What follows belongs to an exercise in optimizing a design on an open flow for small area, a short achievable clock period and few clock cycles per item; a production flow would make more cautious choices.
Function was checked by simulation only, so behaviour that the tests miss may differ from the original.
Power figures rest on the tool's default switching activity, not on a simulated workload.

--- flow/run.sh ---
#!/bin/bash
# synth_recipe.tcl (not shown) runs the flow's synth.tcl, then flattens the netlist and writes it again
# the make line also repeats each setting of config.mk as NAME=value (left out here)
make -C /OpenROAD-flow-scripts/flow DESIGN_CONFIG=/design/flow/config.mk WORK_HOME=/design/flow/orfs CLKGATE_MAP_FILE= SYNTH_SCRIPT=/design/flow/synth_recipe.tcl finish
--- flow/config.mk ---
export PLATFORM = sky130hd
export DESIGN_NAME = ina3221_rcu
export DESIGN_NICKNAME = ina3221_rcu
export VERILOG_FILES = /design/flow/design.v
export SDC_FILE = /design/flow/constraint.sdc
export NUM_CORES = 4
export LEC_CHECK = 0
export ABC_AREA = 1
export CAP_MARGIN = 20
export CORE_MARGIN = 2
export CORE_UTILIZATION = 40
export PLACE_DENSITY = 0.6
export SETUP_SLACK_MARGIN = 5
export SLEW_MARGIN = 20
--- flow/design.v ---
module ina3221_rcu #(
    parameter [6:0] DEV_ADDR = 7'h40
) (
    input  wire        clk,
    input  wire        rst,
    input  wire        cmd_valid,
    output wire        cmd_ready,
    input  wire [47:0] cmd,
    output wire        rsp_valid,
    input  wire        rsp_ready,
    output wire [79:0] rsp,
    output wire        tr_req_valid,
    output wire        tr_req_write,
    output wire [6:0]  tr_req_dev,
    output wire [7:0]  tr_req_reg,
    output wire [15:0] tr_req_wdata,
    input  wire        tr_ans_valid,
    input  wire        tr_ans_ok,
    input  wire [15:0] tr_ans_rdata,
    input  wire [7:0]  tr_ans_err,
    input  wire        pin_pv,
    input  wire        pin_crit,
    input  wire        pin_warn,
    input  wire        pin_tc,
    input  wire [15:0] shunt_r_mohm,
    output wire        inited_o,
    output wire [15:0] cfg_cache_o
);
    wire [7:0]  c_op   = cmd[47:40];
    wire [7:0]  c_sel  = cmd[39:32];
    wire [31:0] c_arg  = cmd[31:0];
    wire [15:0] c_word = cmd[15:0];
    wire c_ch_ok = (c_sel == 8'd1) || (c_sel == 8'd2) || (c_sel == 8'd3);
    localparam [1:0] K_WORD = 2'd0, K_S16 = 2'd1, K_X5 = 2'd2, K_FLAG = 2'd3;
    reg       d_legal, d_init, d_chan, d_local, d_write, d_curr;
    reg       d_set, d_set40, d_sum;
    reg       d_desc, d_enc, d_cfgl, d_cfgw, d_iset;
    reg [1:0] d_kind;
    reg [3:0] d_fbit;           
    reg [7:0] d_reg;            
    reg [1:0] d_wsrc;           
    always @(*) begin
        d_legal = 1'b1; d_init = 1'b1; d_chan = 1'b0; d_local = 1'b0;
        d_write = 1'b0; d_curr = 1'b0; d_set = 1'b0; d_set40 = 1'b0; d_sum = 1'b0;
        d_desc = 1'b0; d_enc = 1'b0; d_cfgl = 1'b0; d_cfgw = 1'b0; d_iset = 1'b0;
        d_kind = K_WORD; d_fbit = 4'd0; d_reg = 8'h00; d_wsrc = 2'd0;
        case (c_op)
            8'h01: begin d_reg = c_sel; end
            8'h02: begin d_reg = c_sel; d_write = 1'b1; end
            8'h10, 8'h20: begin d_chan = 1'b1; d_kind = K_S16; d_reg = {5'd0, c_sel[1:0], 1'b0}; end
            8'h11: begin d_chan = 1'b1; d_kind = K_S16; d_reg = {5'd0, c_sel[1:0], 1'b0} - 8'd1; end
            8'h21: begin d_chan = 1'b1; d_kind = K_X5;  d_reg = {5'd0, c_sel[1:0], 1'b0} - 8'd1; end
            8'h22: begin d_chan = 1'b1; d_curr = 1'b1; d_kind = K_S16; d_reg = {5'd0, c_sel[1:0], 1'b0} - 8'd1; end
            8'h23: begin d_chan = 1'b1; d_kind = K_X5;  d_reg = {5'd0, c_sel[1:0], 1'b0} + 8'd5; end
            8'h24: begin d_chan = 1'b1; d_kind = K_X5;  d_reg = {5'd0, c_sel[1:0], 1'b0} + 8'd6; end
            8'h25: begin d_kind = K_X5; d_reg = 8'h0D; end
            8'h26: begin d_kind = K_X5; d_reg = 8'h0E; end
            8'h27: begin d_kind = K_S16; d_reg = 8'h10; end
            8'h28: begin d_kind = K_S16; d_reg = 8'h11; end
            8'h30: begin d_chan = 1'b1; d_write = 1'b1; d_set = 1'b1; d_set40 = 1'b1;
                         d_reg = {5'd0, c_sel[1:0], 1'b0} + 8'd5; end
            8'h31: begin d_chan = 1'b1; d_write = 1'b1; d_set = 1'b1; d_set40 = 1'b1;
                         d_reg = {5'd0, c_sel[1:0], 1'b0} + 8'd6; end
            8'h32: begin d_write = 1'b1; d_set = 1'b1; d_set40 = 1'b1; d_sum = 1'b1; d_reg = 8'h0E; end
            8'h33: begin d_write = 1'b1; d_set = 1'b1; d_reg = 8'h10; end
            8'h34: begin d_write = 1'b1; d_set = 1'b1; d_reg = 8'h11; end
            8'h40: begin d_init = 1'b0; d_iset = 1'b1; d_cfgl = 1'b1; end
            8'h41: begin d_init = 1'b0; d_iset = 1'b1; d_cfgw = 1'b1; d_write = 1'b1; end
            8'h42: begin d_cfgl = 1'b1; end
            8'h43: begin d_cfgw = 1'b1; d_write = 1'b1; end
            8'h44: begin d_cfgw = 1'b1; d_write = 1'b1; d_wsrc = 2'd1; end
            8'h45: begin d_cfgw = 1'b1; d_write = 1'b1; d_wsrc = 2'd2; end
            8'h46: begin d_init = 1'b0; d_local = 1'b1; d_desc = 1'b1; end
            8'h47: begin d_init = 1'b0; d_local = 1'b1; d_enc = 1'b1; end
            8'h50: begin d_reg = 8'h0F; end
            8'h51: begin d_reg = 8'h0F; d_write = 1'b1; end
            8'h52: begin d_reg = 8'h0F; d_kind = K_FLAG; d_fbit = 4'd2; end
            8'h53: begin d_reg = 8'h0F; d_kind = K_FLAG; d_fbit = 4'd1; end
            8'h54: begin d_chan = 1'b1; d_reg = 8'h0F; d_kind = K_FLAG; d_fbit = 4'd10 - {2'd0, c_sel[1:0]}; end
            8'h55: begin d_chan = 1'b1; d_reg = 8'h0F; d_kind = K_FLAG; d_fbit = 4'd6 - {2'd0, c_sel[1:0]}; end
            8'h60, 8'h61, 8'h62, 8'h63: begin d_init = 1'b0; d_local = 1'b1; end
            default: d_legal = 1'b0;
        endcase
    end
    function [10:0] avg_lut(input [2:0] i);
        case (i)
            3'd0: avg_lut = 11'd1;    3'd1: avg_lut = 11'd4;
            3'd2: avg_lut = 11'd16;   3'd3: avg_lut = 11'd64;
            3'd4: avg_lut = 11'd128;  3'd5: avg_lut = 11'd256;
            3'd6: avg_lut = 11'd512;  default: avg_lut = 11'd1024;
        endcase
    endfunction
    function [13:0] ct_lut(input [2:0] i);
        case (i)
            3'd0: ct_lut = 14'd140;   3'd1: ct_lut = 14'd204;
            3'd2: ct_lut = 14'd332;   3'd3: ct_lut = 14'd588;
            3'd4: ct_lut = 14'd1100;  3'd5: ct_lut = 14'd2116;
            3'd6: ct_lut = 14'd4156;  default: ct_lut = 14'd8244;
        endcase
    endfunction
    function [58:0] desc(input [15:0] w);
        reg m_pd;
        begin
            m_pd = ~(w[0] | w[1]);
            desc = {m_pd, w[2] & ~m_pd, w[1], w[0],
                    ct_lut(w[5:3]), ct_lut(w[8:6]), avg_lut(w[11:9]),
                    w[2:0], w[5:3], w[8:6], w[11:9], w[12], w[13], w[14], w[15]};
        end
    endfunction
    reg        s_idle, s_xfer, s_resp, s_x5, s_abs, s_div, s_neg, s_sdiv, s_sfix, s_fmt;
    reg        inited;
    reg [15:0] cfg_cache;
    reg        req_write;
    reg [7:0]  req_reg;
    reg [15:0] w;               
    reg [2:0]  status;
    reg [27:0] acc;             
    reg        sx;              
    reg        dmode;           
    reg [15:0] rem;             
    reg [4:0]  cnt;
    reg        neg;
    reg [15:0] rn;
    reg [3:0]  rz;
    reg        q_curr, q_x5, q_set40, q_sum, q_cfgl, q_cfgw, q_iset, q_desc, q_enc;
    reg [1:0]  q_kind;
    reg [3:0]  q_fbit;
    wire [15:0] a_L    = {tr_ans_rdata[7:0], tr_ans_rdata[15:8]};
    wire [27:0] a_s16  = {{12{a_L[15]}}, a_L};
    reg [27:0] a_data;
    always @(*) begin
        case (q_kind)
            K_WORD: a_data = {12'd0, a_L};
            K_S16, K_X5: a_data = a_s16;
            default: a_data = {27'd0, a_L[q_fbit]};
        endcase
    end
    function [32:0] sk_add(input [31:0] a, input [31:0] b, input cin);
        reg [31:0] g, p, gg, pp;
        integer l, i, j;
        begin
            g = a & b;
            p = a ^ b;
            gg = g;
            pp = p;
            gg[0] = g[0] | (p[0] & cin);
            for (l = 0; l < 5; l = l + 1)
                for (i = 0; i < 32; i = i + 1)
                    if ((i >> l) & 1) begin
                        j = ((i >> l) << l) - 1;
                        gg[i] = gg[i] | (pp[i] & gg[j]);
                        pp[i] = pp[i] & pp[j];
                    end
            sk_add = {gg[31], p ^ {gg[30:0], cin}};
        end
    endfunction
    wire [32:0] x5_s = sk_add({6'd0, acc[23:0], 2'b00}, {6'd0, acc[25:0]}, 1'b0);
    wire [25:0] x5   = x5_s[25:0];
    wire [16:0] d_sh = {rem, acc[27]};
    wire [32:0] d_s  = sk_add({15'd0, d_sh}, {15'd0, 1'b1, ~rn}, 1'b1);
    wire [16:0] d_df = d_s[16:0];
    wire        d_ge = d_s[17];
    wire [15:0] d_r  = d_ge ? d_df[15:0] : d_sh[15:0];
    reg [2:0]  s5_r;
    reg [6:0]  s5_q;
    integer i;
    always @(*) begin
        s5_r = rem[2:0];
        for (i = 6; i >= 0; i = i - 1) begin
            s5_q[i] = (s5_r >= 3'd3) || (s5_r == 3'd2 && acc[21 + i]);
            case ({s5_r, acc[21 + i]})
                4'b000_0: s5_r = 3'd0; 4'b000_1: s5_r = 3'd1;
                4'b001_0: s5_r = 3'd2; 4'b001_1: s5_r = 3'd3;
                4'b010_0: s5_r = 3'd4; 4'b010_1: s5_r = 3'd0;
                4'b011_0: s5_r = 3'd1; 4'b011_1: s5_r = 3'd2;
                4'b100_0: s5_r = 3'd3; default:  s5_r = 3'd4;
            endcase
        end
    end
    wire        fx_c   = s_sfix && (w[2:0] == ~{3{neg}}) && (!q_set40 || rem[2:0] == 3'd4);
    wire [32:0] fx_s   = sk_add({3'd0, {1'b0, acc} ^ {29{neg}}}, 32'd0, neg & ~fx_c);
    wire [28:0] fx_t   = fx_s[28:0];
    wire [15:0] fx_w   = q_sum ? {fx_t[14:0], 1'b0} : {fx_t[12:0], 3'b000};
    wire ev_acc  = s_idle & cmd_valid;
    wire ev_ans  = s_xfer & tr_ans_valid;
    wire ev_fail = ev_ans & ~tr_ans_ok;
    wire ev_ok   = ev_ans & tr_ans_ok;
    wire ev_rd   = ev_ok & ~req_write;
    wire ev_take = s_resp & rsp_ready;
    wire x5_last = ~q_curr | (cnt[1:0] == 2'd3);
    wire sd_last = (cnt[1:0] == 2'd3);
    wire dv_last = (cnt == 5'd1);
    wire e_ill   = ~d_legal;
    wire e_init  = d_legal & d_init & ~inited;
    wire e_chan  = d_legal & ~(d_init & ~inited) & d_chan & ~c_ch_ok;
    wire e_any   = e_ill | e_init | e_chan;
    wire g_local = ~e_any & d_local;
    wire g_set   = ~e_any & d_set;
    wire g_call  = ~e_any & ~d_local & ~d_set;
    wire [15:0] c_wword = (d_wsrc == 2'd1) ? 16'h8000 : (d_wsrc == 2'd2) ? 16'h0004 : c_word;
    wire [7:0]  c_info  = d_legal ? c_sel : c_op;
    wire        c_infod = ~d_legal | (d_chan & ~c_ch_ok);
    wire [27:0] c_u     = c_arg[30:3] ^ {28{c_arg[31]}};
    wire [27:0] c_acc   = {c_u[27:8], c_infod ? c_info : c_u[7:0]};
    wire [58:0] dh      = desc(w);
    wire [15:0] l_enc   = {w[0], w[1], w[2], w[3], w[6:4], w[9:7], w[12:10], w[15:13]};
    wire        l_pin   = q_fbit[1] ? (q_fbit[0] ? pin_tc : pin_warn) : (q_fbit[0] ? pin_crit : pin_pv);
    wire [27:0] l_acc   = q_desc ? dh[27:0] : q_enc ? {12'd0, l_enc} : {27'd0, l_pin};
    wire [27:0] x5_ext  = {{2{x5[25]}}, x5};
    wire ev_wr  = ev_ok & req_write;
    wire acc_ld = ev_acc | s_fmt | s_sdiv | s_sfix | ev_fail | ev_ok | s_x5 | s_abs | s_div | s_neg;
    wire [27:0] acc_n =
        ({28{ev_acc}}  & c_acc) |
        ({28{s_fmt}}   & l_acc) |
        ({28{ev_wr}}   & {12'd0, w}) |
        ({28{s_sdiv}}  & {acc[20:0], s5_q}) |
        ({28{s_sfix}}  & {12'd0, fx_w}) |
        ({28{ev_fail}} & {20'd0, tr_ans_err}) |
        ({28{ev_rd}}   & a_data) |
        ({28{s_x5}}    & x5_ext) |
        ({28{s_abs}}   & {fx_t[9:0], 18'd0}) |
        ({28{s_div}}   & {acc[26:0], d_ge}) |
        ({28{s_neg}}   & fx_t[27:0]);
    wire rem_ld = ev_acc | s_sdiv | s_abs | s_div;
    wire [15:0] rem_n =
        ({16{s_sdiv}} & {13'd0, s5_r}) |
        ({16{s_abs}}  & {1'b0, fx_t[24:10]}) |
        ({16{s_div}}  & d_r);
    wire cnt_ld = ev_acc | s_sdiv | s_x5 | s_abs | s_div;
    wire [4:0] cnt_n =
        ({5{s_sdiv | s_x5}} & (cnt + 5'd1)) |
        ({5{s_abs}}         & ({1'b0, rz} + 5'd13)) |
        ({5{s_div}}         & (cnt - 5'd1));
    always @(posedge clk) begin
        if (ev_acc) begin
            rn <= shunt_r_mohm;
            rz <= 4'd0;
        end else if (rn[15:8] == 8'd0) begin
            rn <= {rn[7:0], 8'd0};
            rz <= rz + 4'd8;
        end else if (rn[15:12] == 4'd0) begin
            rn <= {rn[11:0], 4'd0};
            rz <= rz + 4'd4;
        end else if (!rn[15]) begin
            rn <= {rn[14:0], 1'b0};
            rz <= rz + 4'd1;
        end
        if (acc_ld) acc <= acc_n;
        if (rem_ld) rem <= rem_n;
        if (cnt_ld) cnt <= cnt_n;
        if (ev_acc) begin
            req_write <= d_write;
            req_reg   <= d_reg;
            q_curr <= d_curr; q_x5 <= (d_kind == K_X5); q_set40 <= d_set40; q_sum <= d_sum;
            q_cfgl <= d_cfgl; q_cfgw <= d_cfgw; q_iset <= d_iset;
            q_kind <= d_kind; q_fbit <= d_local ? {2'b00, c_op[1:0]} : d_fbit;
            q_desc <= d_desc; q_enc <= d_enc;
            dmode  <= 1'b0;
        end
        if (ev_acc | s_sfix)
            w <= s_sfix ? fx_w : c_wword;
        if (s_fmt)
            dmode <= q_desc;
        if (ev_acc | ev_fail)
            status <= ev_fail ? 3'd2 : e_ill ? 3'd3 : e_init ? 3'd4 : e_chan ? 3'd1 : 3'd0;
        if (ev_acc | ev_rd | s_neg)
            sx <= (ev_rd & a_data[27]) | (s_neg & fx_t[28]);
        if (ev_acc | ev_ok)
            neg <= ev_ok ? a_L[15] : c_arg[31];
        if (ev_ok & (q_cfgl | q_cfgw))
            cfg_cache <= q_cfgl ? a_L : w;
        if (rst) begin
            s_idle <= 1'b1; s_xfer <= 1'b0; s_resp <= 1'b0; s_x5 <= 1'b0;
            s_abs <= 1'b0; s_div <= 1'b0; s_neg <= 1'b0; s_sdiv <= 1'b0; s_sfix <= 1'b0;
            s_fmt <= 1'b0;
            inited <= 1'b0;
        end else begin
            if (ev_ok & q_iset) inited <= 1'b1;
            s_idle <= (s_idle & ~cmd_valid) | ev_take;
            s_fmt  <= ev_acc & g_local;
            s_sdiv <= (ev_acc & g_set & d_set40) | (s_sdiv & ~sd_last);
            s_sfix <= (ev_acc & g_set & ~d_set40) | (s_sdiv & sd_last);
            s_xfer <= (ev_acc & g_call) | s_sfix | (s_xfer & ~tr_ans_valid);
            s_x5   <= (ev_ok & (q_curr | q_x5)) | (s_x5 & ~x5_last);
            s_abs  <= s_x5 & x5_last & q_curr;
            s_div  <= s_abs | (s_div & ~dv_last);
            s_neg  <= s_div & dv_last & neg;
            s_resp <= (ev_acc & e_any) | s_fmt | ev_fail | (ev_ok & ~q_curr & ~q_x5) |
                      (s_x5 & x5_last & ~q_curr) | (s_div & dv_last & ~neg) | s_neg |
                      (s_resp & ~rsp_ready);
        end
    end
    assign cmd_ready    = s_idle;
    assign rsp_valid    = s_resp;
    wire        err = status[0] | status[1];
    assign rsp          = {5'd0, status, acc[7:0] & {8{err}}, {5{sx}}, dmode ? dh[58:28] : {31{sx}}, acc};
    assign tr_req_valid = s_xfer;
    assign tr_req_write = req_write;
    assign tr_req_dev   = DEV_ADDR;
    assign tr_req_reg   = req_reg;
    assign tr_req_wdata = {w[7:0], w[15:8]};
    assign inited_o     = inited;
    assign cfg_cache_o  = cfg_cache;
endmodule
--- flow/constraint.sdc ---
create_clock -name core_clock -period 9.0 [get_ports {clk}]
set_input_delay 1.8000 -clock core_clock [delete_from_list [all_inputs] [get_ports {clk}]]
set_output_delay 1.8000 -clock core_clock [all_outputs]
set_load 0.01 [all_outputs]
==> flow_metrics.tcl, run 1 <==
set metrics [dict create \
    slowest_stage "a2111oi_1" \
    fin_util 0.536 \
    chipWidth_um 177 \
    drive_gt1_frac 0.119 \
    synth_cells 1626 \
    cp_data_arrival_time_ns 4.13 \
    path_cells "clkdlybuf4s50_1 > nand2_1 > nor2_2 > inv_1 > nor2_1 > nand2_2 > clkinvlp_4 > a2111oi_1 > o2111ai_1" \
    synth_cell_type_count 58 \
    synth_edf_count 126 \
    grt_max_degree 51 \
    initial_core_util 0.406 \
    antenna_found_initial 1 \
    largest_register "acc" \
    drtIter0Drc 1405 \
    cts_tree "built" \
    vias 13074 \
    port_buffers 217 \
    min_path_type "register to register" \
    dr.pass1.iters 6 \
    h-tree-depth 4 \
    cts_buffers 17 \
    finalSetupViolations 0 \
    worstMarginPinSlew_ns 1.06 \
    synth_largest_area_cell "edfxtp_1" \
    cts_max_path_buffers 2 \
    ir_drop_mv 0.0959 \
    tns_ns 0 \
    switching_share 0.361 \
    dp_hpwl_um 37200 \
    p_per_area_nw_per_um2 144 \
    core-area_um2 29600 \
    synthesis.area_um2 12000 \
    ys_warn_count 1 \
    die_h_um 177 \
    die_area_um2 31500 \
    path_clk_slew_ns 0.07 \
    io_pins 230 \
    synth.yosys.seq_area_share 0.341 \
    largest_register_ffs 28 \
    dr_wl_met3_um 4270 \
    cpPeakStageDelay_ns 0.79 \
    drv_cap 0 \
    synth_seq_cells 142 \
    startpoint_type "input port" \
    wirelength_um 49000 \
    slew_headroom 0.295 \
    wl_per_cell_um 21.6 \
    grt_pass1_wl_um 71200 \
    outcome "complete, no violations" \
    postRouteAntennaNets 0 \
    skew_ns 0.0144 \
    mostFrequentLayoutCells "nand2_1 (289), inv_1 (210), clkdlybuf4s50_1 (207), nor2_1 (147), o21ai_0 (137)" \
    syn2layout_area_growth_pct 32.0 \
    clock_power_share 0.332 \
    endpoint_kind "register" \
    slew_viol_final 0 \
    synth.avg_cell_area_um2 7.40 \
    preCtsSetupSlack_ns 3.92 \
    final_common_cell "nand2_1" \
    hold_slack_ns 0.501 \
    hold_viol 0 \
    drc 0 \
    totalPowerFinal_w 0.00229 \
    vias_per_cell 5.76 \
    gp_congestion 0.965 \
    top_layer_used "met4" \
    rsz0062_at_grt "yes" \
    required_ns 9.15 \
    met1Wirelength_um 21000 \
    fmax_mhz 252 \
    seqPwrFrac 0.361 \
    synth.area.top_cells "edfxtp_1 (31%), nand2_1 (9.3%), inv_1 (7.2%)" \
    setup_slack_ns 5.03 \
    ys_async_sr_fraction 0 \
    hold_buffers 0 \
    cp_max_fo 8 \
    clkLatencyLatePin_ns 0.44 \
    p_switching_w 0.000828 \
    worstSetupPathType "input port to register" \
    timing.final.crit_period_ns 3.97 \
    synth_top_area_frac 0.314 \
    grt.overflow.total 0 \
    p_comb_frac 0.307 \
    gr-usage-all-layers 0.302 \
    grt_pass1_vias 12041 \
    fin_crit_sh 0.442 \
    cellLeakagePower_nw 6.66 \
    synth_flop_cell "edfxtp_1" \
    num-nets-final 2028 \
    met2_length_um 22300 \
    p_int_w 0.00146 \
    clockRootBuffer "clkbuf_16" \
    fp-row-count 63 \
    cts.sinks 142 \
]
## what timing repair did
action / CTS / global route
gates cloned: 0 / 2
pin swaps: 7 / 22
endpoints found under the setup margin: 47 / 56
endpoints found under the hold margin: 0 / 0
resized for setup: 55 / 84
buffers inserted: 22 / 36
## worst max-delay path: cells and delay by family
kind | cells | cell delay (ns)
AOI/OAI and AO/OA | 2 | 0.99
buffers and inverters | 3 | 0.80
and+or+nand+nor | 4 | 0.53
## final timing paths
kind	startpoint	to	slack, ns	depth (start not counted)
min reg2reg	q_iset	inited	0.50	2
max reg2reg	acc[4]	acc[17]	5.21	22
min	q_iset	inited	0.50	2
max	tr_ans_valid	acc[15]	5.03	9
## layer usage
metal / track usage / vias up
met1: 0.414 / 6165
met4: 0.0943 / 0
met2: 0.485 / 710
li1: - / 6097
met5: 0 / -
met3: 0.0512 / 102
## kinds of logic (layout without fill, tap and decap cells)
kind of cell               count (synthesis)  in the layout  synth area share
adders and majority gates                 64             64            0.0715
other                                      2             13          0.000624
xor gates and xnor gates                  47             47            0.0364
AOI/OAI and AO/OA                        438            438             0.224
buffers and inverters                    320            563             0.109
DFF                                      142            142             0.341
and+or+nand+nor                          613            613             0.218
## per-stage QoR
stage / area (µm²) / cells
after floorplan: 12100 / 1636
after global placement: 14400 / 2177
after detailed placement: 14400 / 2177
after CTS: 15300 / 2231
after global routing: 15900 / 2270
final: 15900 / 2270
## synthesized netlist by cell type (all sizes together) (30+ instances only)
library cell and instances:
o22ai 46, nand2 301, inv 239, buf 30, a21oi 101, ha 56
xnor2 34, o21ai 155, nor2 184, clkbuf 45, edfxtp 126, nand3 68
## cell type report
| type | count | area, µm² |
|---|---|---|
| inverter | 245 | 945 |
| tap | 390 | 488 |
| clock inverter | 14 | 164 |
| clock buffer | 18 | 450 |
| fill | 2881 | 13800 |
| antenna | 1 | 2.50 |
| sequential | 142 | 4100 |
| multi-input combinational | 1174 | 6990 |
| timing repair buffer | 285 | 2740 |
| timing repair inverter | 1 | 5.00 |
## power by group through the flow
stage	logic (W)	registers [W]	clock network [W]
6_report	0.000703	0.000827	0.000760
4_1_cts	0.000662	0.000828	0.000764
5_1_grt	0.000772	0.000832	0.000786
3_5_place_dp	0.000646	0.000844	0
2_1_floorplan	0.000414	0.000825	0
3_3_place_gp	0.000637	0.000843	0
Testbench counts, summed over its fixed seeds: cycles 30,295, ops 3,200.
==> inputs of run 2 (changes only) <==
==> flow/flow/run.sh (new file) <==
#!/bin/bash
# The standard layout (standard.sh), with every port buffered by the
# platform's smallest buffer (sky130_fd_sc_hd__buf_1) and repair_timing
# aiming for a setup slack of 4.5 ns. The tool output goes to standard.log.
set -euo pipefail
export BUFFER_PORTS_ARGS="-buffer_cell sky130_fd_sc_hd__buf_1"
sed 's/SETUP_SLACK_MARGIN=[0-9.]*/SETUP_SLACK_MARGIN=4.5/' standard.sh > standard_flow.sh
bash standard_flow.sh > standard.log 2>&1
==> flow/standard.sh (new file) <==
#!/bin/bash
# synth_recipe.tcl (not shown) runs the flow's synth.tcl, then flattens the netlist and writes it again
# the make line also repeats each setting of config.mk as NAME=value (left out here)
make -C /OpenROAD-flow-scripts/flow DESIGN_CONFIG=/design/flow/config.mk WORK_HOME=/design/flow/orfs CLKGATE_MAP_FILE= SYNTH_SCRIPT=/design/flow/synth_recipe.tcl "${@:-finish}"
removed: flow/run.sh
==> run 2 against run 1 <==
Effect of this change: non-clock buffer count shrank 53; fmax shrank 5.7%; critical path depth grew 7; global-route usage shrank 0.97 points; total power shrank 5.8%; first-iteration DRC count grew 3.3%; synthesized cell count is the same; area after synthesis is the same; routed wire length shrank 5.0%; critical endpoint is now acc[0]; largest cell class unchanged; highest routed layer unchanged.
==> flow_metrics.tcl, run 2 <==
set metrics [dict create \
    rsz0062_at_grt "no" \
    slowest_stage "a2111oi_0" \
    synth_largest_area_cell "edfxtp_1" \
    grt_pass1_vias 11517 \
    cts.sinks 142 \
    regArea_um2 4100 \
    gp_congestion 0.978 \
    ys_warn_count 1 \
    multi_input_area_um2 6690 \
    cp_data_arrival_time_ns 4.39 \
    synth_top_area_frac 0.314 \
    ir_drop_mv 0.121 \
    syn2layout_area_growth_pct 14.0 \
    synthesis.area_um2 12000 \
    synth_seq_cells 142 \
    worstMarginPinSlew_ns 0.997 \
    postRouteAntennaNets 0 \
    synth.avg_cell_area_um2 7.40 \
    vias_per_cell 5.74 \
    port_buffers 217 \
    final_area_um2 13700 \
    die_h_um 177 \
    timing.final.crit_period_ns 4.22 \
    core-area_um2 29600 \
    drive_gt1_frac 0.0510 \
    final_common_cell "nand2_1" \
    wl_per_cell_um 21.0 \
    dp_hpwl_um 36200 \
    top_layer_used "met4" \
    largest_register "acc" \
    dr.pass1.iters 6 \
    synthTopCellsByCount "nand2_1 (297), inv_1 (230), nor2_1 (175), o21ai_0 (142), edfxtp_1 (126)" \
    cpPeakStageDelay_ns 0.31 \
    hold_buffers 0 \
    cts_max_path_buffers 2 \
    drv_cap 0 \
    grt_pass1_wl_um 69100 \
    synth.area.top_cells "edfxtp_1 (31%), nand2_1 (9.3%), inv_1 (7.2%)" \
    stdcell_count 2215 \
    startpoint_type "input port" \
    synth_cells 1626 \
    finalSetupViolations 0 \
    met1Wirelength_um 20400 \
    path_clk_slew_ns 0.07 \
    drtIter0Drc 1452 \
    cellLeakagePower_nw 5.73 \
    fill_cells 3065 \
    p_per_area_nw_per_um2 157 \
    skew_ns 0.0159 \
    h-tree-depth 4 \
    slew_headroom 0.318 \
    gr-usage-all-layers 0.292 \
    antenna_found_initial 0 \
    largest_register_ffs 28 \
    clockRootBuffer "clkbuf_16" \
    cp_max_fo 11 \
    synth_cell_type_count 58 \
    hold_slack_ns 0.485 \
    cts_tree "built" \
    path_cells "buf_1 > inv_1 > nor2_1 > inv_1 > nor2_1 > inv_1 > nor4_2 > nor3_1 > nand2_1 > nor2_1 > nand2_1 > nand2_1 > a21oi_1 > a211oi_1 > a2111oi_0 > nand2_1" \
    io_pins 230 \
    grt_max_degree 51 \
    clkLatencyLatePin_ns 0.44 \
    hold_viol 0 \
    slew_viol_final 0 \
    synth.most_common_cell "nand2_1" \
    num-nets-final 1974 \
    fp-row-count 63 \
    fmax_mhz 237 \
    min_path_type "register to register" \
    antenna_cells 0 \
    initial_core_util 0.406 \
    totalPowerFinal_w 0.00216 \
    ys_async_sr_fraction 0 \
    worstSetupPathType "input port to register" \
    mostFrequentLayoutCells "nand2_1 (297), inv_1 (229), buf_1 (215), nor2_1 (172), o21ai_0 (141)" \
    vias 12708 \
    met2_length_um 20500 \
    tns_ns 0 \
    drc 0 \
    fin_crit_sh 0.468 \
    cpMostUsedCell "nand2_1" \
    die_area_um2 31500 \
    synth_edf_count 126 \
    chipWidth_um 177 \
    dpl_cell_area_um2 13100 \
    required_ns 9.17 \
    grt.overflow.total 0 \
    dr_wl_met3_um 4330 \
    wirelength_um 46500 \
    synth_flop_cell "edfxtp_1" \
    dp_cells 2179 \
    outcome "complete, no violations" \
    synth.yosys.seq_area_share 0.341 \
    endpoint_kind "register" \
    cts_buffers 17 \
]
-- run 2: worst paths after layout --
check,startpoint,end,slack [ns],cells past startpoint
max reg2reg,acc[0],acc[17],4.87,23
min,s_idle,s_idle,0.49,2
max,cmd[45],acc[0],4.78,16
min reg2reg,s_idle,s_idle,0.49,2
-- run 2: area by class of cell --
type	instances	share of cell area
multi-input cells	1174	0.488
clock buffers	21	0.0359
well taps	390	0.0356
repair buffers	232	0.0676
inverters	245	0.0670
flip-flops and latches	142	0.299
clock inverters	11	0.00702
-- run 2: logic make-up (layout without fill, tap and decap cells) --
logic type      after synthesis  after routing  synth area share
simple gates                613            613             0.218
buf+inv                     320            509             0.109
flops                       142            142             0.341
fa+ha+maj                    64             64            0.0715
other cells                   2             12          0.000624
xor+xnor                     47             47            0.0364
compound gates              438            438             0.224
-- run 2: what timing repair did --
action | CTS | global route
endpoints found under the setup margin | 0 | 4
gates resized for setup | 0 | 11
buffers inserted | 0 | 3
-- run 2: report_power, final --
part	switching, W	leakage (nW)	internal, W
Combinational	0.000404	4.08	0.000189
Sequential	0.0000589	1.36	0.000772
Clock	0.000331	0.289	0.000401
Total	0.000794	5.73	0.00136
-- run 2: metal layers --
metal  up-vias  global-route usage
li1       6000                   -
met1      5954               0.417
met2       671               0.452
met3        83              0.0469
met4         0              0.0905
met5         -                   0
-- run 2: worst max-delay path: cells and delay by family --
kind | cells | cell delay [ns]
AOI/OAI and AO/OA | 3 | 0.56
buffers and inverters | 4 | 0.61
and+or+nand+nor | 9 | 1.41
-- run 2: per-stage QoR --
step / util / worst slack (ns)
after floorplan: - / 4.99
after global placement: 0.441 / 4.26
after detailed placement: 0.441 / 4.27
after CTS: 0.461 / 4.61
after global routing: 0.463 / 4.51
final: 0.463 / 4.78
==> inputs of run 3 (changes only) <==
==> flow/flow/run.sh (replaced) <==
#!/bin/bash
# The standard layout (standard.sh), with every port buffered by the
# platform's smallest buffer (sky130_fd_sc_hd__buf_1) and repair_timing
# aiming for a setup slack of 5.5 ns. The tool output goes to standard.log.
set -euo pipefail
export BUFFER_PORTS_ARGS="-buffer_cell sky130_fd_sc_hd__buf_1"
sed 's/SETUP_SLACK_MARGIN=[0-9.]*/SETUP_SLACK_MARGIN=5.5/' standard.sh > standard_flow.sh
bash standard_flow.sh > standard.log 2>&1
==> run 3 against run 2 <==
Effect of this change: still clean; global-route usage rose by 3.7 points; sequential share of layout area shrank 4.4 points; first-iteration DRC count is 28% higher; combinational power rose by 33%; sequential power decreased by 0.6%; area after synthesis unchanged.
==> flow_metrics.tcl, run 3 <==
set metrics [dict create \
    antenna_found_initial 0 \
    worstMarginPinSlew_ns 0.984 \
    largest_register_ffs 28 \
    synth_compound_area_frac 0.224 \
    port_buffers 217 \
    synth.most_common_cell "nand2_1" \
    cellLeakagePower_nw 6.76 \
    fmax_mhz 272 \
    vias 13945 \
    synth_seq_cells 142 \
    hold_viol 0 \
    synth_edf_count 126 \
    cts_buffers 17 \
    synth_flop_cell "edfxtp_1" \
    synthTopCellsByCount "nand2_1 (297), inv_1 (230), nor2_1 (175), o21ai_0 (142), edfxtp_1 (126)" \
    synthXorXnorAreaFrac 0.0364 \
    outcome "complete, no violations" \
    initial_core_util 0.406 \
    grt_max_degree 43 \
    slew_headroom 0.344 \
    dr.pass1.iters 8 \
    die_area_um2 31500 \
    grt_pass1_vias 12686 \
    hold_buffers 0 \
    mostFrequentLayoutCells "nand2_1 (260), inv_1 (198), buf_1 (193), nor2_1 (138), buf_4 (128)" \
    drv_cap 0 \
    chipWidth_um 177 \
    min_path_type "register to register" \
    postRouteAntennaNets 0 \
    required_ns 9.31 \
    skew_ns 0.0163 \
    hold_slack_ns 0.500 \
    multi_input_area_um2 7670 \
    ir_drop_mv 0.152 \
    cts.sinks 142 \
    synth_largest_area_cell "edfxtp_1" \
    largest_register "acc" \
    drc 0 \
    endpoint_kind "register" \
    die_h_um 177 \
    h-tree-depth 4 \
    cpMostUsedCell "nor2_4" \
    core-area_um2 29600 \
    syn2layout_area_growth_pct 33.8 \
    drtIter0Drc 1854 \
    worstSetupPathType "register to register" \
    num-nets-final 2119 \
    clkLatencyLatePin_ns 0.45 \
    io_pins 230 \
    timing.final.crit_period_ns 3.68 \
    regArea_um2 4100 \
    path_buf_inv 4 \
    finalSetupViolations 0 \
    p_per_area_nw_per_um2 147 \
    clockRootBuffer "clkbuf_16" \
    gp_congestion 1.02 \
    fp-row-count 63 \
    rsz0062_at_grt "yes" \
    fill_cells 2895 \
    wirelength_um 54300 \
    path_clk_slew_ns 0.08 \
    synth.area.top_cells "edfxtp_1 (31%), nand2_1 (9.3%), inv_1 (7.2%)" \
    cts_tree "built" \
    wl_per_cell_um 23.0 \
    yosys.area_share.simple 0.218 \
    synth_top_family_by_area "compound AO/OA/AOI/OAI gates" \
    cpPeakStageDelay_ns 0.44 \
    synth_cell_type_count 58 \
    slew_viol_final 0 \
    path_cells "buf_6 > buf_12 > xor2_2 > ha_2 > ha_4 > nand2_2 > nor2_4 > nand2_2 > nor2_4 > nand4_4 > or2_4 > nor2_4 > nand2_2 > nor2_4 > inv_2 > nor2_8 > nand4_4 > nor2_4 > buf_4 > nand3_4 > nand2_1 > nand3_1 > nand2_1" \
    dp_hpwl_um 39600 \
    vias_per_cell 5.91 \
    grt_pass1_wl_um 77000 \
    antenna_cells 0 \
    synthesis.area_um2 12000 \
    cts_max_path_buffers 2 \
    cp_data_arrival_time_ns 3.99 \
    ys_warn_count 1 \
    synth_top_area_frac 0.314 \
    setup_slack_ns 5.32 \
    muxShareOfSynthArea 0 \
    cp_max_fo 13 \
    startpoint_type "register" \
    final_common_cell "nand2_1" \
    grt.overflow.total 0 \
    tns_ns 0 \
    synth-adder-area-share 0.0715 \
    ys_async_sr_fraction 0 \
    synth.yosys.seq_area_share 0.341 \
    synth_cells 1626 \
    gr-usage-all-layers 0.329 \
    drive_gt1_frac 0.227 \
    preCtsSetupSlack_ns 4.07 \
    synth.avg_cell_area_um2 7.40 \
    slowest_stage "edfxtp_1" \
    fin_crit_sh 0.409 \
    crit_family "simple AND/OR/NAND/NOR gates" \
]
==> run 3: logic make-up after synthesis <==
group           Yosys count
compound gates          438
simple gates            613
other cells               2
fa+ha+maj                64
xor+xnor                 47
buf+inv                 320
flops                   142
==> run 3: worst reg2reg max path: stages, from the launching register on <==
cell	delay [ns]
edfxtp_1	0.44
buf_6	0.15
buf_12	0.15
xor2_2	0.17
ha_2	0.21
ha_4	0.14
nand2_2	0.08
nor2_4	0.11
nand2_2	0.09
nor2_4	0.18
nand4_4	0.11
or2_4	0.29
nor2_4	0.09
nand2_2	0.08
nor2_4	0.10
inv_2	0.07
nor2_8	0.10
nand4_4	0.10
nor2_4	0.19
buf_4	0.15
nand3_4	0.08
nand2_1	0.11
nand3_1	0.18
nand2_1	0.15
==> run 3: metrics by stage <==
step	area [µm²]	power [W]	cells	utilization
5_1_grt	16100	0.00246	2360	0.543
6_report	16100	0.00237	2360	0.543
3_5_place_dp	13100	0.00144	2179	0.444
2_1_floorplan	12200	0.00125	1636	-
4_1_cts	15000	0.00225	2307	0.508
3_3_place_gp	13100	0.00143	2179	0.444
==> run 3: power by group <==
part | leakage [nW] | switching [W] | total [W] | internal [W]
Sequential | 1.36 | 0.0000547 | 0.000826 | 0.000771
Clock | 0.295 | 0.000350 | 0.000747 | 0.000398
Combinational | 5.11 | 0.000506 | 0.000792 | 0.000286
==> run 3: what timing repair did <==
item,in CTS,in global routing
buffers inserted,95,50
gates resized for setup,165,180
gates cloned,1,3
pin swaps,30,54
endpoints found under the setup margin,114,89
==> run 3: final cells by class <==
cell class              count  area share
clock buffers              17      0.0264
clock inverters            15      0.0106
inverters                 245      0.0607
multi-input cells        1174       0.476
flip-flops and latches    142       0.255
well taps                 390      0.0303
repair buffers            374       0.140
repair inverters            3     0.00124
==> run 3: path summary, 6_finish.rpt <==
| path | startpoint | cells past startpoint | slack, ns | endpoint |
|---|---|---|---|---|
| max | neg | 23 | 5.32 | rem[14] |
| min | q_iset | 2 | 0.50 | inited |
| max reg2reg | neg | 23 | 5.32 | rem[14] |
| min reg2reg | q_iset | 2 | 0.50 | inited |
==> run 3: routing by layer <==
metal,share of wire,wire (µm),up-vias,global-route usage
li1,-,-,6314,-
met1,0.39,21100,6530,0.423
met2,0.45,24400,902,0.522
met3,0.11,5740,199,0.0812
met4,0.055,3000,0,0.150
met5,0,0,-,0
==> inputs of run 4 (changes only) <==
==> flow/flow/run.sh (replaced) <==
#!/bin/bash
# The standard layout (standard.sh), with every port buffered by the
# platform's smallest buffer (sky130_fd_sc_hd__buf_1) instead of the delay
# buffer ORFS's buffer_ports picks by default. The tool output goes to
# standard.log in this folder.
set -euo pipefail
export BUFFER_PORTS_ARGS="-buffer_cell sky130_fd_sc_hd__buf_1"
bash standard.sh > standard.log 2>&1
==> run 4 against run 3 <==
Effect of this change: still clean; final area fell by 13%; die area did not move; clock skew fell by 0.00082 ns; sequential share of layout area rose by 3.7 points; register-to-register slack got worse by 0.07 ns; setup slack got worse by 0.27 ns; clock power fell by 2%.
==> flow_metrics.tcl, run 4 <==
set metrics [dict create \
    cts_buffers 17 \
    largest_register_ffs 28 \
    drc 0 \
    muxShareOfSynthArea 0 \
    dr.pass1.iters 6 \
    synthesis.area_um2 12000 \
    mostFrequentLayoutCells "nand2_1 (295), inv_1 (217), buf_1 (210), nor2_1 (157), o21ai_0 (138)" \
    hold_buffers 0 \
    hold_slack_ns 0.508 \
    dp_cells 2180 \
    synth_largest_area_cell "edfxtp_1" \
    fin_crit_sh 0.440 \
    met2_length_um 20700 \
    antenna_cells 0 \
    slew_headroom 0.371 \
    vias_per_cell 5.74 \
    ys_async_sr_fraction 0 \
    vias 12819 \
    gr-usage-all-layers 0.295 \
    clkLatencyLatePin_ns 0.43 \
    worstMarginPinSlew_ns 0.940 \
    path_cells "buf_2 > inv_1 > nor3_1 > inv_1 > nor2_1 > nor2_1 > inv_2 > nor3_4 > nand2_1 > nor2_2 > nand2_2 > buf_4 > o21ai_0 > o21ai_0 > o311ai_0 > o2111ai_1" \
    io_pins 230 \
    synth.area.top_cells "edfxtp_1 (31%), nand2_1 (9.3%), inv_1 (7.2%)" \
    synth_compound_area_frac 0.224 \
    grt_pass1_vias 11706 \
    drtIter0Drc 1474 \
    met1Wirelength_um 21000 \
    endpoint_kind "register" \
    ir_drop_mv 0.117 \
    setup_slack_ns 5.04 \
    slowest_stage "nor3_4" \
    synth_edf_count 126 \
    ys_warn_count 1 \
    synthTopCellsByCount "nand2_1 (297), inv_1 (230), nor2_1 (175), o21ai_0 (142), edfxtp_1 (126)" \
    skew_ns 0.0155 \
    initial_core_util 0.406 \
    top_layer_used "met4" \
    cp_data_arrival_time_ns 4.08 \
    synth_cell_type_count 58 \
    clockRootBuffer "clkbuf_16" \
    synth.avg_cell_area_um2 7.40 \
    cp_max_fo 8 \
    cts_max_path_buffers 2 \
    grt_pass1_wl_um 70000 \
    wl_per_cell_um 21.3 \
    postRouteAntennaNets 0 \
    yosys.area_share.simple 0.218 \
    cpPeakStageDelay_ns 0.22 \
    timing.final.crit_period_ns 3.96 \
    cts.sinks 142 \
    syn2layout_area_growth_pct 17.0 \
    synth_seq_cells 142 \
    synth_cells 1626 \
    min_path_type "register to register" \
    worstHoldPathCells 1 \
    antenna_found_initial 0 \
    stdcell_count 2235 \
    die_area_um2 31500 \
    fp-row-count 63 \
    fill_cells 3126 \
    synth_top_area_frac 0.314 \
    synthXorXnorAreaFrac 0.0364 \
    path_clk_slew_ns 0.06 \
    dr_wl_met3_um 4330 \
    dp_hpwl_um 36500 \
    worstSetupPathType "input port to register" \
    die_h_um 177 \
    synth_flop_cell "edfxtp_1" \
    largest_register "acc" \
    hold_viol 0 \
    chipWidth_um 177 \
    synth.yosys.seq_area_share 0.341 \
    final_common_cell "nand2_1" \
    rsz0062_at_grt "yes" \
    wirelength_um 47600 \
    port_buffers 217 \
    cts_tree "built" \
    fmax_mhz 253 \
    grt.overflow.total 0 \
    tns_ns 0 \
    finalSetupViolations 0 \
    h-tree-depth 4 \
    drive_gt1_frac 0.0878 \
    reg2reg_depth 23 \
    outcome "complete, no violations" \
    cellLeakagePower_nw 5.85 \
    fin_util 0.475 \
    grt_max_degree 56 \
    num-nets-final 1994 \
    slew_viol_final 0 \
    synth-adder-area-share 0.0715 \
    core-area_um2 29600 \
    drv_cap 0 \
    required_ns 9.12 \
    synth_top_family_by_area "compound AO/OA/AOI/OAI gates" \
    preCtsSetupSlack_ns 4.23 \
    startpoint_type "input port" \
    p_per_area_nw_per_um2 154 \
    synth.most_common_cell "nand2_1" \
    gp_congestion 0.967 \
]
==> run 4: cell types whose count changed in the layout (fill, tap and decap cells not counted), sizes merged <==
| cell | delta |
|---|---|
| clkinvlp | +1 |
| nand2 | +1 |
| inv | -9 |
| clkbuf | -3 |
| bufinv | +1 |
| buf | -121 |
| clkinv | +5 |
==> run 4: report_power, final <==
group / switching [W] / internal, W
clock: 0.000322 / 0.000407
sequential: 0.0000567 / 0.000772
combinational: 0.000416 / 0.000200
==> run 4: repair_timing <==
action,4_1_cts,5_1_grt
setup buffers,2,18
gates cloned,0,3
endpoints found under the hold margin,0,0
endpoints found under the setup margin,17,38
gates resized for setup,16,66
pin swaps,0,7
==> run 4: stage by stage <==
stage,instance area (µm²),total power [W]
after global placement,13100,0.00141
after CTS,13700,0.00215
after floorplan,12100,0.00124
after global routing,14100,0.00228
after detailed placement,13100,0.00142
final,14100,0.00217
==> run 4: final timing paths <==
path | startpoint | end | slack, ns
hold / removal | rz[0] | rz[0] | 0.51
setup / recovery | cmd[40] | acc[6] | 5.04
setup reg to reg | acc[0] | acc[17] | 5.25
hold reg to reg | rz[0] | rz[0] | 0.51
==> run 4: layer usage <==
layer / vias to the layer above / track usage
met2: 677 / 0.450
met4: 0 / 0.100
met1: 6024 / 0.423
li1: 6015 / -
met5: - / 0
met3: 103 / 0.0471
==> run 4: kinds of logic after synthesis <==
family	count (synthesis)
buffers and inverters	320
adder cells (fa/ha/maj)	64
other	2
flip-flops	142
AND/OR/NAND/NOR	613
XOR/XNOR	47
AO/OA/AOI/OAI	438
==> run 4: final cells by class <==
type                            count  area (µm²)  area share
Multi-Input combinational cell   1175        6880       0.488
Clock buffer                       17         425      0.0302
Timing Repair inverter              1        5.00    0.000355
Clock inverter                     15         145      0.0103
Inverter                          245         933      0.0663
Timing Repair Buffer              250        1100      0.0784
Sequential cell                   142        4100       0.291
Tap cell                          390         488      0.0346
==> run 4: worst max-delay path: cells and delay by family <==
| family | cells | cell delay, ns |
|---|---|---|
| and+or+nand+nor | 7 | 0.93 |
| buffers and inverters | 5 | 0.80 |
| AOI/OAI and AO/OA | 4 | 0.54 |
==> inputs of run 5 (changes only) <==
==> flow/flow/run.sh (replaced) <==
#!/bin/bash
# The standard layout (standard.sh), with every port buffered by the
# platform's smallest buffer (sky130_fd_sc_hd__buf_1) instead of the delay
# buffer ORFS's buffer_ports picks by default, and gate resizing not held
# to the same cell footprint. The tool output goes to standard.log here.
set -euo pipefail
export BUFFER_PORTS_ARGS="-buffer_cell sky130_fd_sc_hd__buf_1"
sed 's/ SETUP_SLACK_MARGIN=/ MATCH_CELL_FOOTPRINT=0 SETUP_SLACK_MARGIN=/' standard.sh > standard_flow.sh
grep -q MATCH_CELL_FOOTPRINT=0 standard_flow.sh
bash standard_flow.sh > standard.log 2>&1
==> run 5 against run 4 <==
Effect of this change: still clean on timing, DRC and antenna; setup slack better by 0.037 ns; area after synthesis unchanged; count of clock-buffer cells in the layout did not move; critical path depth grew 1; final area is essentially flat; critical path type unchanged; largest cell class unchanged; largest power group unchanged.
==> flow_metrics.tcl, run 5 <==
set metrics [dict create \
    largest_register_ffs 28 \
    clock_power_share 0.335 \
    grt_pass1_wl_um 70000 \
    synthesis.area_um2 12000 \
    cts.sinks 142 \
    wl_per_cell_um 21.3 \
    largest_register "acc" \
    worstMarginPinSlew_ns 0.953 \
    synth_cells 1626 \
    p_per_area_nw_per_um2 154 \
    vias_per_cell 5.74 \
    cellLeakagePower_nw 5.85 \
    switching_share 0.365 \
    cp_max_fo 8 \
    antenna_found_initial 0 \
    drive_gt1_frac 0.0878 \
    die_area_um2 31500 \
    grt_max_degree 56 \
    required_ns 9.13 \
    clkLatencyLatePin_ns 0.43 \
    worstSetupPathType "input port to register" \
    fin_util 0.475 \
    synth_cell_type_count 58 \
    hold_viol 0 \
    ys_async_sr_fraction 0 \
    totalPowerFinal_w 0.00217 \
    p_int_w 0.00138 \
    grt.overflow.total 0 \
    hold_slack_ns 0.506 \
    seqPwrFrac 0.381 \
    ir_drop_mv 0.116 \
    min_path_type "register to register" \
    wirelength_um 47700 \
    h-tree-depth 4 \
    endpoint_kind "register" \
    hold_buffers 0 \
    synth.most_common_cell "nand2_1" \
    cts_tree "built" \
    mostFrequentLayoutCells "nand2_1 (295), inv_1 (216), buf_1 (210), nor2_1 (157), o21ai_0 (137)" \
    fin_crit_sh 0.435 \
    synthTopCellsByCount "nand2_1 (297), inv_1 (230), nor2_1 (175), o21ai_0 (142), edfxtp_1 (126)" \
    dr.pass1.iters 5 \
    core-area_um2 29600 \
    drv_cap 0 \
    p_comb_frac 0.283 \
    gp_congestion 0.967 \
    synth_seq_cells 142 \
    num-nets-final 1994 \
    synth.area.top_cells "edfxtp_1 (31%), nand2_1 (9.3%), inv_1 (7.2%)" \
    p_switching_w 0.000793 \
    preCtsSetupSlack_ns 4.23 \
    synth_flop_cell "edfxtp_1" \
    synth.avg_cell_area_um2 7.40 \
    synth_largest_area_cell "edfxtp_1" \
    slew_headroom 0.362 \
    port_buffers 217 \
    clockRootBuffer "clkbuf_16" \
    chipWidth_um 177 \
    syn2layout_area_growth_pct 17.0 \
    slew_viol_final 0 \
    drtIter0Drc 1527 \
    skew_ns 0.0158 \
    ys_warn_count 1 \
    synth_edf_count 126 \
    r2r_setup_slack_ns 5.27 \
    dp_hpwl_um 36500 \
    tns_ns 0 \
    grt_pass1_vias 11706 \
    outcome "complete, no violations" \
    fill_cells 3128 \
    cts_max_path_buffers 2 \
    antenna_cells 0 \
    die_h_um 177 \
    synth_top_area_frac 0.314 \
    initial_core_util 0.406 \
    postRouteAntennaNets 0 \
    startpoint_type "input port" \
    setup_slack_ns 5.08 \
    io_pins 230 \
    synth.yosys.seq_area_share 0.341 \
    path_clk_slew_ns 0.06 \
    fp-row-count 63 \
    rsz0062_at_grt "yes" \
    timing.final.crit_period_ns 3.92 \
    cts_buffers 17 \
    cp_data_arrival_time_ns 4.05 \
    drc 0 \
    final_common_cell "nand2_1" \
    finalSetupViolations 0 \
    gr-usage-all-layers 0.295 \
    vias 12829 \
    fmax_mhz 255 \
]
run 5: critical path, cell delays in order:
cell and delay [ns]:
clkbuf_2 0.21, nor2_1 0.10, inv_1 0.11, nor2_2 0.07
inv_2 0.09, nor2_1 0.07, nor2_1 0.17, inv_2 0.09
nor3_4 0.22, nand2_1 0.09, nor2_2 0.17, nand2_2 0.15
buf_4 0.17, o21ai_0 0.07, o21ai_0 0.17, o311ai_0 0.13
o2111ai_1 0.16
run 5: metal layers:
layer,vias up,wire [µm],share of wire,GRT usage
met5,-,0,0,0
met4,0,1660,0.035,0.100
met3,100,4320,0.091,0.0471
met2,693,20700,0.43,0.450
met1,6017,21000,0.44,0.423
li1,6019,-,-,-
run 5: logic make-up after synthesis:
family          synth area share
simple gates               0.218
compound gates             0.224
buf+inv                    0.109
flops                      0.341
fa+ha+maj                 0.0715
xor+xnor                  0.0364
other cells             0.000624
run 5: final timing paths:
path	from	endpoint	depth (start not counted)
worst max-delay path	cmd[40]	acc[6]	17
worst min-delay path	q_iset	inited	2
worst min register to register	q_iset	inited	2
worst max register to register	acc[0]	acc[17]	23
run 5: final cells by class:
class | instances | area [µm²] | share of cell area
sequential | 142 | 4100 | 0.292
clock buffer | 17 | 425 | 0.0302
inverter | 245 | 933 | 0.0663
multi-input combinational | 1175 | 6870 | 0.488
timing repair buffer | 250 | 1100 | 0.0785
clock inverter | 15 | 145 | 0.0103
timing repair inverter | 1 | 5.00 | 0.000356
tap | 390 | 488 | 0.0347
run 5: power groups by stage:
stage / logic, W / registers (W) / clock network (W)
floorplan: 0.000414 / 0.000825 / 0
global placement: 0.000572 / 0.000842 / 0
CTS: 0.000587 / 0.000828 / 0.000730
finish: 0.000616 / 0.000828 / 0.000728
global route: 0.000685 / 0.000833 / 0.000758
detailed placement: 0.000580 / 0.000843 / 0
run 5: per-stage QoR:
step / cells / cell area (µm²)
detailed placement: 2180 / 13100
finish: 2235 / 14100
global route: 2235 / 14100
global placement: 2180 / 13100
CTS: 2214 / 13700
floorplan: 1636 / 12100
run 5: timing repair:
action | in CTS | in global routing
setup buffers | 2 | 18
pin swaps | 0 | 7
resized for setup | 16 | 66
endpoints found under the setup margin | 17 | 38
cloned | 0 | 3

-- static timing again, ports no longer ideal --
The results above use ideal ports. As a check the final layouts listed here were re-extracted and re-timed, cells and wires unchanged.
Step 1 assumes that a clkbuf_16 drives the clock port and a buf_2 every other input.
Step 2 adds t to the input delays and takes it off the output delays; t is the mean of the earliest and latest rising clock arrival at the registers after step 1. Input paths then give back, and output paths get back, about the clock's delay inside the block.
Slacks: ideal ports / drivers / drivers and shift; pairs: ideal ports / drivers.
| run | t (ns) | setup WS [ns] | hold slack, ns |
|---|---|---|---|
| run 1 | 0.483 | 5.026 / 4.989 / 4.572 | 0.501 / 0.501 / 0.501 |
| run 2 | 0.483 | 4.784 / 4.797 / 4.314 | 0.485 / 0.485 / 0.485 |
| run 3 | 0.498 | 5.318 / 5.318 / 4.878 | 0.500 / 0.500 / 0.500 |
| run 4 | 0.477 | 5.044 / 5.076 / 4.599 | 0.508 / 0.508 / 0.508 |
| run 5 | 0.477 | 5.082 / 5.102 / 4.631 | 0.506 / 0.506 / 0.506 |
After both steps every run listed still meets setup and hold. For run 2, which loses most, drivers alone change the setup slack by +0.013 ns; drivers and shift together by -0.470 ns.
